From an optimization exercise on the open Yosys and OpenROAD flow, aimed at small area; shortcuts taken in it are not production practice.
Only simulation tests tie the RTL to the original design; equivalence was not proved.
The clock port is modelled as an ideal driver; clocking choices that lean on that would not hold on a real chip.
No activity file was given, so power comes from the tool's default toggle rates.

## run A
Design vm16_core, start of the top module:
module vm16_core (
    input  wire        clk,
    input  wire        rst,
    output wire        mem_valid,
    output wire        mem_we,
    output wire [14:0] mem_addr,
    output wire [15:0] mem_wdata,
    input  wire [15:0] mem_rdata,
    input  wire        mem_ready,
    output wire        out_valid,
    output wire [7:0]  out_byte,
    output wire        retire_valid,
    output wire [14:0] retire_pc,
    output wire        retire_we,
    output wire [2:0]  retire_rd,
    output wire [15:0] retire_wdata,
    output wire        halted,
    output wire        faulted
);
    localparam S_BOOT  = 4'd0;
    localparam S_FW    = 4'd1;
    localparam S_R     = 4'd2;
    localparam S_MW    = 4'd3;
    localparam S_W     = 4'd4;
    localparam S_X     = 4'd5;
    localparam S_WR    = 4'd6;
    localparam S_Y     = 4'd7;
    localparam S_S1    = 4'd8;
    localparam S_PRE   = 4'd9;
    localparam S_ST    = 4'd10;
    localparam S_N     = 4'd11;
    localparam S_FAULT = 4'd12;
    localparam S_NP    = 4'd13;
    reg  [2:0]  ph;           
    reg  [3:0]  st;
    reg         pend;         
    reg  [15:0] T;
    reg  [15:0] IR;
    reg  [14:0] P;
    reg  [2:0]  RS;           
    reg         c;            
    reg         f1;           
    reg  [2:0]  n;            
    reg         odd;          
    reg         sdir;         
    wire last  = (ph == 3'd7);
    wire first = (ph == 3'd0);
    wire act    = !pend;
    wire sBOOT  = act && st == S_BOOT;
    wire sFW    = act && st == S_FW;
    wire sR     = act && st == S_R;
    wire sMW    = act && st == S_MW;
    wire sW     = act && st == S_W;
    wire sX     = act && st == S_X;
    wire sWR    = act && st == S_WR;
    wire sY     = act && st == S_Y;
    wire sS1    = act && st == S_S1;
    wire sPRE   = act && st == S_PRE;
    wire sST    = act && st == S_ST;
    wire sN     = act && st == S_N;
    wire sNP    = act && st == S_NP;
    wire [2:0] op  = IR[2:0];
    wire [2:0] alt = IR[11:9];
    wire oLUI  = op == 3'd0;
    wire oAUI  = op == 3'd1;
  ...
Size: roughly 630 cells after synthesis, about 180 flip-flops, roughly 99 I/O pins.
clock: 10.0 ns
lec_check: 0
abc_area: 1
cap_margin: 20
core_margin: 2
core_utilization: 60
slew_margin: 20
standard.sh (not shown) runs the stock make flow with config.mk's settings and CLKGATE_MAP_FILE= SYNTH_SCRIPT=/design/flow/synth_recipe.tcl, a recipe that flattens the netlist after the stock synthesis.
==> flow/flow/run.sh <==
#!/bin/bash
# The standard layout (standard.sh) with three changes:
#  - synthesis maps the combinational logic with flow/abc_area.script
#    (flow/synth.tcl wraps synth_recipe.tcl; registers are unchanged);
#  - every port gets a buffer of the smallest buffer cell (buf_1);
#  - the clock tree is built from clkbuf_8 without dummy loads.
set -euo pipefail
export FLOW_WORK=$PWD
export FLOW_ABC_SCRIPT=$PWD/flow/abc_area.script
export BUFFER_PORTS_ARGS="-buffer_cell sky130_fd_sc_hd__buf_1"
export CTS_ARGS="-sink_clustering_enable -repair_clock_nets -buf_list sky130_fd_sc_hd__clkbuf_8 -dont_use_dummy_load"
sed "s#SYNTH_SCRIPT=[^ ]*#SYNTH_SCRIPT=$PWD/flow/synth.tcl#" standard.sh > flow_standard.sh
grep -q "SYNTH_SCRIPT=$PWD/flow/synth.tcl" flow_standard.sh
bash flow_standard.sh > flow.log 2>&1
==> flow/flow/abc_area.script <==
strash
balance
rewrite
refactor
balance
rewrite
rewrite -z
balance
refactor -z
rewrite -z
balance
&get -n
&deepsyn -T 60
&put
dch -f
map -a
strash
dch -f
map -a
strash
dch -f
map -a
topo
==> flow/flow/synth.tcl <==
# The standard flow's synthesis script, with the ABC technology mapping of the
# combinational logic done by flow/abc_area.script instead of ORFS's script.
# Flip-flop mapping, register names, flattening and renaming are unchanged.
proc abc {args} {
  set i [lsearch $args -script]
  if {$i >= 0 && ![string match *retime* [lindex $args [expr {$i + 1}]]]} {
    set args [lreplace $args $i [expr {$i + 1}] -script $::env(FLOW_ABC_SCRIPT)]
  }
  yosys abc {*}$args
}
source $::env(FLOW_WORK)/synth_recipe.tcl
Run A: flow completed, timing, DRC and antenna clean
Here is what was changed in the inputs of run B compared with run A.
-- flow/flow/abc_area.script --
<<< run A, line 11
balance
&get -n
&deepsyn -T 60
&put
dch -f
>>> run B, line 11
balance
dch -f
Findings:
- Run B finished all stages; the layout is clean.
- Run A has lower portion of total power attributed to combinational logic than run B.
- Against run A, routed wire length on met2 in run B rose slightly.
- Relative to run A, the total power after layout measured on run B has increased by more than half.
- Taking run A as the reference, in run B number of maximum-capacitance violations neither gained nor lost much; critical path depth picked up an extra 8.7%; met3 wire length lost about 30%.
- Compared with run A, in run B static leakage power increased by 0.046 nW relative to the old numbers; setup slack decreased by 770 ps relative to the old numbers; largest stage delay on the critical path decreased by 70 ps relative to the old numbers; share of the synthesized area in compound gates (AO/OA/AOI/OAI) closely matched the old numbers.
- A critical path's slowest cell of fa_1 is what run A shows, while a221oi_1 belongs to run B.
Here is what was changed in the inputs of run C compared with run B.
-- flow/flow/run.sh --
<<< run B, line 5
#  - every port gets a buffer of the smallest buffer cell (buf_1);
#  - the clock tree is built from clkbuf_8 without dummy loads.
set -euo pipefail
>>> run C, line 5
#  - every port gets a buffer of the smallest buffer cell (buf_1);
#  - the clock tree is built from clkbuf_8 without dummy loads, and
#    lightly loaded leaf buffers become clkbuf_4 (flow/cts_post.tcl).
set -euo pipefail
<<< run B, line 10
export BUFFER_PORTS_ARGS="-buffer_cell sky130_fd_sc_hd__buf_1"
export CTS_ARGS="-sink_clustering_enable -repair_clock_nets -buf_list sky130_fd_sc_hd__clkbuf_8 -dont_use_dummy_load"
>>> run C, line 11
export BUFFER_PORTS_ARGS="-buffer_cell sky130_fd_sc_hd__buf_1"
export POST_CTS_TCL=$PWD/flow/cts_post.tcl
export CTS_ARGS="-sink_clustering_enable -repair_clock_nets -buf_list sky130_fd_sc_hd__clkbuf_8 -dont_use_dummy_load"
-- flow/flow/abc_area.script --
<<< run B, line 11
balance
dch -f
>>> run C, line 11
balance
&get -n
&deepsyn -T 60
&put
dch -f
==> flow/flow/cts_post.tcl (new file) <==
estimate_parasitics -placement
set small sky130_fd_sc_hd__clkbuf_4
set big   sky130_fd_sc_hd__clkbuf_8
set n 0
foreach inst [get_cells clkbuf_*] {
  if {[get_property $inst ref_name] != $big} { continue }
  set out [get_pins -of_objects $inst -filter "direction == output"]
  set sinks [get_pins -of_objects [get_nets -of_objects $out] -filter "direction == input"]
  set ffclk 1
  foreach p $sinks { if {![string match */CLK [get_full_name $p]]} { set ffclk 0 } }
  if {!$ffclk} { continue }
  replace_cell $inst $small
  estimate_parasitics -placement
  set worst 0
  foreach p $sinks { set s [get_property $p slew_max]; if {$s > $worst} { set worst $s } }
  if {$worst > 0.100} {
    replace_cell $inst $big
    estimate_parasitics -placement
  } else {
    incr n
  }
}
puts "cts_post: $n leaf clock buffers changed to clkbuf_4"
detailed_placement
check_placement -verbose
==> comparison <==
Multiplexer area fraction after synthesis: run C > run B. The signed area change from the synthesized netlist to the final layout of run C is lower than that of run B. In the reports for run C and run B, the larger sequential fraction of design power belongs to run C. Run B → run C: core utilization lost 0.94 points; first-pass GRT wire length picked up an extra about 1.5%; final wirelength picked up an extra about 4%. fa_1 as the slowest stage cell on the critical path was reported by run C, and a221oi_1 by run B. Diff run B -> run C: synthesized area now smaller; global-route usage over all layers higher; via count down 93.

==> afterwards: timing with drivers on the ports <==
No port has a modelled driver above. Below, the same layouts with a new extraction and two added sets of constraints. Step 1 assumes that a clkbuf_16 drives the clock port and a buf_2 every other input. Step 2 adds t to the input delays and takes it off the output delays; t is the mean of the earliest and latest rising clock arrival at the registers after step 1. Input paths then give back, and output paths get back, about the clock's delay inside the block. Slacks: no drivers / after step 1 / after step 2; pairs: no drivers / after step 1.
| run | shift t [ns] | setup slack, ns | worst setup path at the end | worst slew at a driven data input, ns | pins driven straight from the clock port |
|---|---|---|---|---|---|
| run A | 0.487 | 4.728 / 4.728 / 4.728 | register to register | 0.04 | 1 |
| run B | 0.470 | 3.956 / 3.956 / 3.956 | register to register | 0.03 | 1 |
| run C | 0.478 | 4.699 / 4.699 / 4.699 | register to register | 0.04 | 1 |
After both steps setup and hold are still met in every run listed.
